This is an optimization exercise on Yosys and OpenROAD, whose aim is small area, a short achievable clock period and few clock cycles per item, not a production implementation.
The RTL was checked by simulation tests, not by an equivalence proof against the original design.
No activity file was given, so power comes from the tool's default toggle rates.

==> flow/design.v (excerpt) <==
module sc_reduce (
    input  wire         clk,
    input  wire         rst,
    input  wire         in_valid,
    output wire         in_ready,
    input  wire [255:0] in_data,
    output wire         out_valid,
    input  wire         out_ready,
    output wire [255:0] out_data
);
export LEC_CHECK = 0
export ABC_AREA = 1
export CAP_MARGIN = 20
export CORE_MARGIN = 2
export CORE_UTILIZATION = 40
export SETUP_SLACK_MARGIN = 5
export SLEW_MARGIN = 20
export SYNTH_HIERARCHICAL = 1
create_clock -name core_clock -period 10.0 [get_ports {clk}]
standard.sh (not shown) runs the stock make flow with config.mk's settings and CLKGATE_MAP_FILE= SYNTH_SCRIPT=/design/flow/synth_recipe.tcl, a recipe that flattens the netlist after the stock synthesis.
==> flow/flow/run.sh <==
#!/bin/bash
# Layout flow: the standard layout (standard.sh), with two changes:
#  - synthesis without the full/half-adder extraction (ADDER_MAP_FILE empty),
#    so ABC maps the hand-built prefix adder itself;
#  - port buffers are buf_1 cells.
# Every register, its name and cell type are those of the standard synthesis.
set -euo pipefail
bash standard.sh ADDER_MAP_FILE= \
  'BUFFER_PORTS_ARGS=-buffer_cell sky130_fd_sc_hd__buf_1' \
  finish > flow_make.log 2>&1
The first run ran to the end with no violations.
Testbench counts at the start, summed over its fixed seeds: cycles 1,608, values 1,600.
Edit:
==> flow/flow/run.sh (replaced) <==
#!/bin/bash
# Layout flow: the standard layout (standard.sh), with these changes:
#  - synthesis without the full/half-adder extraction (ADDER_MAP_FILE empty),
#    so ABC maps the hand-built prefix adder itself;
#  - port buffers are buf_1 cells;
set -euo pipefail
bash standard.sh ADDER_MAP_FILE= \
  'BUFFER_PORTS_ARGS=-buffer_cell sky130_fd_sc_hd__buf_1' \
  SETUP_SLACK_MARGIN=5.4 \
  finish > flow_make.log 2>&1
--- a/flow/config.mk
+++ b/flow/config.mk
@@ -11,4 +11,4 @@
 export CORE_UTILIZATION = 40
-export SETUP_SLACK_MARGIN = 5
 export SLEW_MARGIN = 20
 export SYNTH_HIERARCHICAL = 1
+export TNS_END_PERCENT = 0
Register-to-register slack is better by 110 ps.
Clock skew rises by 8.6 ps.
Via count rose by 2.5%.
Die area does not change.
Final cell count rose by 1.7%.
Worst setup slack gains 270 ps.
Core utilization increases by 3.0 points.
Sequential share of layout area shrinks by 1.7 points.
Design area rose by 6.3%.
Wire length came out higher by 6.3%.

---

== JK ==
Starting RTL as in the previous note.
export LEC_CHECK = 0
export ABC_AREA = 1
export CAP_MARGIN = 20
export CORE_MARGIN = 2
export CORE_UTILIZATION = 40
export CTS_CLUSTER_DIAMETER = 110
export CTS_CLUSTER_SIZE = 26
export SETUP_SLACK_MARGIN = 5
export SLEW_MARGIN = 20
export SYNTH_HIERARCHICAL = 1
create_clock -name core_clock -period 10.0 [get_ports {clk}]
==> flow/flow/run.sh <==
#!/bin/bash
# Layout flow: the standard layout (standard.sh), with two changes:
#  - synthesis without the full/half-adder extraction (ADDER_MAP_FILE empty),
#    so ABC maps the hand-built prefix adder itself;
#  - port buffers are buf_1 cells.
# Every register, its name and cell type are those of the standard synthesis.
set -euo pipefail
bash standard.sh ADDER_MAP_FILE= \
  'BUFFER_PORTS_ARGS=-buffer_cell sky130_fd_sc_hd__buf_1' \
  finish > flow_make.log 2>&1
Testbench counts of JK, summed over its fixed seeds: cycles 1,608, values 1,600.
> inputs changed (JK -> MS)
-- flow/config.mk --
<<< JK, line 12
export CTS_CLUSTER_DIAMETER = 110
export CTS_CLUSTER_SIZE = 26
>>> MS, line 12
export CTS_CLUSTER_DIAMETER = 90
export CTS_CLUSTER_SIZE = 20
<<< JK, line 17
>>> MS, line 17
export TNS_END_PERCENT = 0
==> comparison <==
Delta(maximum frequency, MS - JK) < 0
MS has less setup slack than JK.
JK and MS all finish clean.
[compare] base=JK new=MS: cell count neither gained nor lost much, clock network fraction of total power higher.
### MS -> AL
-- flow/flow/run.sh --
<<< MS, line 2
# Layout flow: the standard layout (standard.sh), with two changes:
>>> AL, line 2
# Layout flow: the standard layout (standard.sh), with these changes:
<<< MS, line 5
#  - port buffers are buf_1 cells.
# Every register, its name and cell type are those of the standard synthesis.
>>> AL, line 5
#  - port buffers are buf_1 cells;
<<< MS, line 10
>>> AL, line 9
  SETUP_SLACK_MARGIN=5.4 \
-- flow/config.mk --
<<< MS, line 12
export CTS_CLUSTER_DIAMETER = 90
export CTS_CLUSTER_SIZE = 20
export SETUP_SLACK_MARGIN = 5
>>> AL, line 12
<<< MS, line 17
export TNS_END_PERCENT = 0
>>> AL, line 14
Findings:
Detailed route, AL vs MS: via total higher for AL
Clock-buffer cell count on AL is up relative to MS.
The sequential share of layout area in AL sits 2.6 points below the value recorded for MS.
On number of ordinary and repair buffers in the finished layout, the higher figure sits with AL, not MS.
### AL -> TR
-- flow/flow/run.sh --
<<< AL, line 9
  SETUP_SLACK_MARGIN=5.4 \
>>> TR, line 9
  SETUP_SLACK_MARGIN=5.6 \
-- flow/config.mk --
<<< AL, line 14
>>> TR, line 14
export TNS_END_PERCENT = 0
==> notes.md <==
TR: all stages complete, timing, DRC and antenna checks passed. Summary — share of final layout cell area taken by clock buffers and inverters, TR relative to AL: higher, by 0.17 points. Number of non-clock buffers in the layout, TR vs AL: down slightly. Against AL as the reference, TR delivers a higher part of the power in the clock network. Number of antenna violations at the first check in global routing sits higher in TR than in AL. Compared with AL, TR shows a lower number of buffers created by CTS. From AL to TR the numbers moved as follows: maximum frequency -1.7 MHz; fraction of final layout cells sized beyond drive strength 1 -0.56 points; synthesis-to-layout area growth +0.63 points; fraction of met3 tracks used by global routing ~0 delta; fraction of standard cell area in multi-input logic -0.37 points. The run with more routed wire is AL, not TR.

---

violet:
sc_reduce again, from the RTL that the note above started with.
export LEC_CHECK = 0
export ABC_AREA = 1
export CAP_MARGIN = 20
export CORE_MARGIN = 2
export CORE_UTILIZATION = 40
export PLACE_DENSITY = 0.75
export SETUP_SLACK_MARGIN = 5
export SLEW_MARGIN = 20
export SYNTH_HIERARCHICAL = 1
create_clock -name core_clock -period 10.0 [get_ports {clk}]
==> flow/flow/run.sh <==
#!/bin/bash
# Layout flow: the standard layout (standard.sh), with two changes:
#  - synthesis without the full/half-adder extraction (ADDER_MAP_FILE empty),
#    so ABC maps the hand-built prefix adder itself;
#  - port buffers are buf_1 cells.
# Every register, its name and cell type are those of the standard synthesis.
set -euo pipefail
bash standard.sh ADDER_MAP_FILE= \
  'BUFFER_PORTS_ARGS=-buffer_cell sky130_fd_sc_hd__buf_1' \
  finish > flow_make.log 2>&1
violet finished every stage and its layout cleared the timing, design-rule and antenna checks.
Testbench counts of violet, summed over its fixed seeds: cycles 1,608, values 1,600.
What sierra does differently from violet at the input level:
- PLACE_DENSITY: 0.75 -> unset
- CTS_CLUSTER_SIZE: unset -> 20
- CTS_CLUSTER_DIAMETER: unset -> 90
Findings:
- Sort sierra and violet by count of cells resized by post-cts repair, ascending, and violet comes first.
- Going from violet to sierra, clock period minus worst slack closely matched the old numbers; power of the sequential group essentially unchanged; max-cap check violation count closely matched the old numbers; switching component of the power went down about 6.5%.
- Setup slack of violet is on par with sierra.

## separate check: timing with driven ports
In the flow no input, the clock included, has a driving cell. The finished layouts below were timed again as built, in two steps. Step 1 (the two cells are an assumption about what drives the block):
set clk [get_ports {clk}]
set_driving_cell -lib_cell sky130_fd_sc_hd__clkbuf_16 $clk
set_driving_cell -lib_cell sky130_fd_sc_hd__buf_2 [delete_from_list [all_inputs] $clk]
Step 2 times the ports against the registers' clock, not the clock port: input delays grow and output delays shrink by t, the midpoint of the rising clock arrivals with the driver on. Slacks: no drivers / after step 1 / after step 2; pairs: no drivers / after step 1.
| run | t (ns) | setup WS [ns] | worst hold slack (ns) |
|---|---|---|---|
| the first run of note 1 | 0.637 | 5.135 / 5.119 / 4.483 | 0.623 / 0.623 / 0.623 |
| the second run of note 1 | 0.631 | 5.410 / 5.350 / 4.796 | 0.584 / 0.584 / 0.584 |
| JK | 0.578 | 5.117 / 5.092 / 4.522 | 0.634 / 0.634 / 0.634 |
| MS | 0.586 | 5.077 / 5.063 / 4.477 | 0.622 / 0.622 / 0.622 |
| AL | 0.609 | 5.426 / 5.349 / 4.825 | 0.593 / 0.593 / 0.593 |
| TR | 0.655 | 5.389 / 5.297 / 4.736 | 0.604 / 0.604 / 0.604 |
| violet | 0.645 | 5.164 / 5.118 / 4.520 | 0.626 / 0.626 / 0.626 |
| sierra | 0.586 | 5.166 / 5.108 / 4.537 | 0.620 / 0.620 / 0.620 |
After both steps every run listed still meets setup and hold. The setup slack of TR, which loses most, moves by -0.092 ns with the drivers and by -0.653 ns with both steps.
